What follows belongs to an exercise in optimizing a design on an open flow for small area, a short achievable clock period and few clock cycles; a production flow would make more cautious choices. In this exercise RTL edits were held to simulation tests only and were not proved equivalent to the original.

run 1:
## bq_core
module bq_core (
    input  wire         clk,
    input  wire         rst,
    input  wire         cmd_valid,
    output wire         cmd_ready,
    input  wire [1:0]   cmd_op,
    input  wire [31:0]  cmd_x,
    input  wire [159:0] cmd_coef,
    output reg          rsp_valid,
    output reg  [7:0]   rsp_status,
    output reg  [31:0]  rsp_y
);
    localparam OP_PROCESS = 2'd0;
    localparam OP_RESET   = 2'd1;
    localparam OP_SETCOEF = 2'd2;
    reg  [4:0] ph;
    reg [31:0] r0, r1, r2, r3, r4;
    reg [31:0] x;
    reg [31:0] m0, m1;
    reg [31:0] s1, s2;
    reg        ld;       
    reg        rdy;
    reg        f_proc;   
    reg        f_rst;    
    reg        f_any;    
    reg  [1:0] f_st;     
    reg        pend;     
    reg        dflt;     
    reg        qrst;     
    assign cmd_ready = rdy;
    wire coef_ok = (cmd_coef[30:23]   != 8'hFF) && (cmd_coef[62:55]   != 8'hFF) &&
                   (cmd_coef[94:87]   != 8'hFF) && (cmd_coef[126:119] != 8'hFF) &&
                   (cmd_coef[158:151] != 8'hFF);
    wire is_set  = (cmd_op == OP_SETCOEF) && coef_ok;
    wire ld_now  = ph[0] ? (cmd_valid && is_set) : ld;
    wire [31:0] fld = ({32{ph[0]}} & cmd_coef[31:0])   |
                      ({32{ph[1]}} & cmd_coef[63:32])  |
                      ({32{ph[2]}} & cmd_coef[127:96]) |
                      ({32{ph[3]}} & cmd_coef[95:64])  |
                      ({32{ph[4]}} & cmd_coef[159:128]);
    wire [31:0] rec = dflt ? {2'b00, {7{ph[0]}}, 23'd0} : r0;
    reg  [3:0]  sy;       
    reg  [3:0]  ss1;      
    reg  [3:0]  ss2;      
    reg         sel_sub;  
    wire [31:0] mul_a = {sy[3]  ? x[31:24]   : rsp_y[31:24],  sy[2]  ? rsp_y[23:16] : x[23:16],
                         sy[1]  ? x[15:8]    : rsp_y[15:8],   sy[0]  ? rsp_y[7:0]   : x[7:0]};
    wire [31:0] mul_y;
    wire [31:0] add_a = {ss1[3] ? m1[31:24]  : s1[31:24],     ss1[2] ? s1[23:16]    : m1[23:16],
  ...
Size in the first run: about 410 flip-flops, about 240 I/O pins, ~0.049 mm² of cells after synthesis.
export LEC_CHECK = 0
export ABC_AREA = 1
export CAP_MARGIN = 20
export CORE_MARGIN = 2
export CORE_UTILIZATION = 45
export CTS_BUF_LIST = sky130_fd_sc_hd__clkbuf_8
export SLEW_MARGIN = 20
export TNS_END_PERCENT = 5
create_clock -name core_clock -period 24.0 [get_ports {clk}]
standard.sh (not shown) runs the stock make flow with config.mk's settings and CLKGATE_MAP_FILE= SYNTH_SCRIPT=/design/flow/synth_recipe.tcl, a recipe that flattens the netlist after the stock synthesis.
==> flow/flow/run.sh <==
#!/bin/bash
# The standard layout (standard synthesis, floorplan, placement, CTS,
# routing) with two changes in how it is made:
# - repair_timing is asked to keep a setup margin: the clock and the
#   constraints are the design's, the margin only makes the optimiser
#   work towards a shorter period than the constraint needs;
# - every input and output port still gets its buffer, but a buf_1 rather
#   than the delay buffer buffer_ports picks by default.
set -euo pipefail
bash standard.sh SETUP_SLACK_MARGIN=${MARGIN:-16} \
    "BUFFER_PORTS_ARGS=-buffer_cell sky130_fd_sc_hd__buf_1" finish > make_finish.log 2>&1
Run 1 completed end to end with timing, DRC and antenna clean.
Testbench counts of run 1, summed over its fixed seeds: cycles 31,724.
Relative to run 1, the following input files were edited for run 2:
Settings: clearing CTS_BUF_LIST, which used to be sky130_fd_sc_hd__clkbuf_8; clearing TNS_END_PERCENT, which used to be 5.
==> flow/flow/run.sh <==
#!/bin/bash
# The standard layout (standard synthesis, floorplan, placement, CTS,
# routing), with repair_timing asked to keep a setup margin: the clock and
# the constraints are the design's, the margin only makes the optimiser
# work towards a shorter period than the constraint needs.
set -euo pipefail
bash standard.sh SETUP_SLACK_MARGIN=${MARGIN:-14} finish > make_finish.log 2>&1
--- outcome ---
- Number of buffers added by the clock tree synthesis step was lower in the run labelled run 2.
- Portion of the clock cycle consumed by the worst path in the final layout: run 2 > run 1
- Max sequential share of layout area across run 1 and run 2: run 2

[separate check: timing with driven ports]
In the flow no input, the clock included, has a driving cell. The finished layouts below were timed again as built, in two steps. Step 1 assumes that a clkbuf_16 drives the clock port and a buf_2 every other input. Step 2 adds t to the input delays and takes it off the output delays; t is the mean of the earliest and latest rising clock arrival at the registers after step 1. Input paths then give back, and output paths get back, about the clock's delay inside the block. Slacks: ideal / step 1 / step 2; pairs: ideal / step 1.
run | shift t [ns] | slack for setup (ns) | latest minus earliest clock arrival (ns) | pins driven straight from the clock port
run 1 | 0.786 | 15.136 / 15.136 / 15.136 | 0.064 / 0.064 | 1
run 2 | 0.675 | 14.423 / 14.423 / 14.423 | 0.039 / 0.040 | 1
After both steps setup and hold are still met in every run listed.
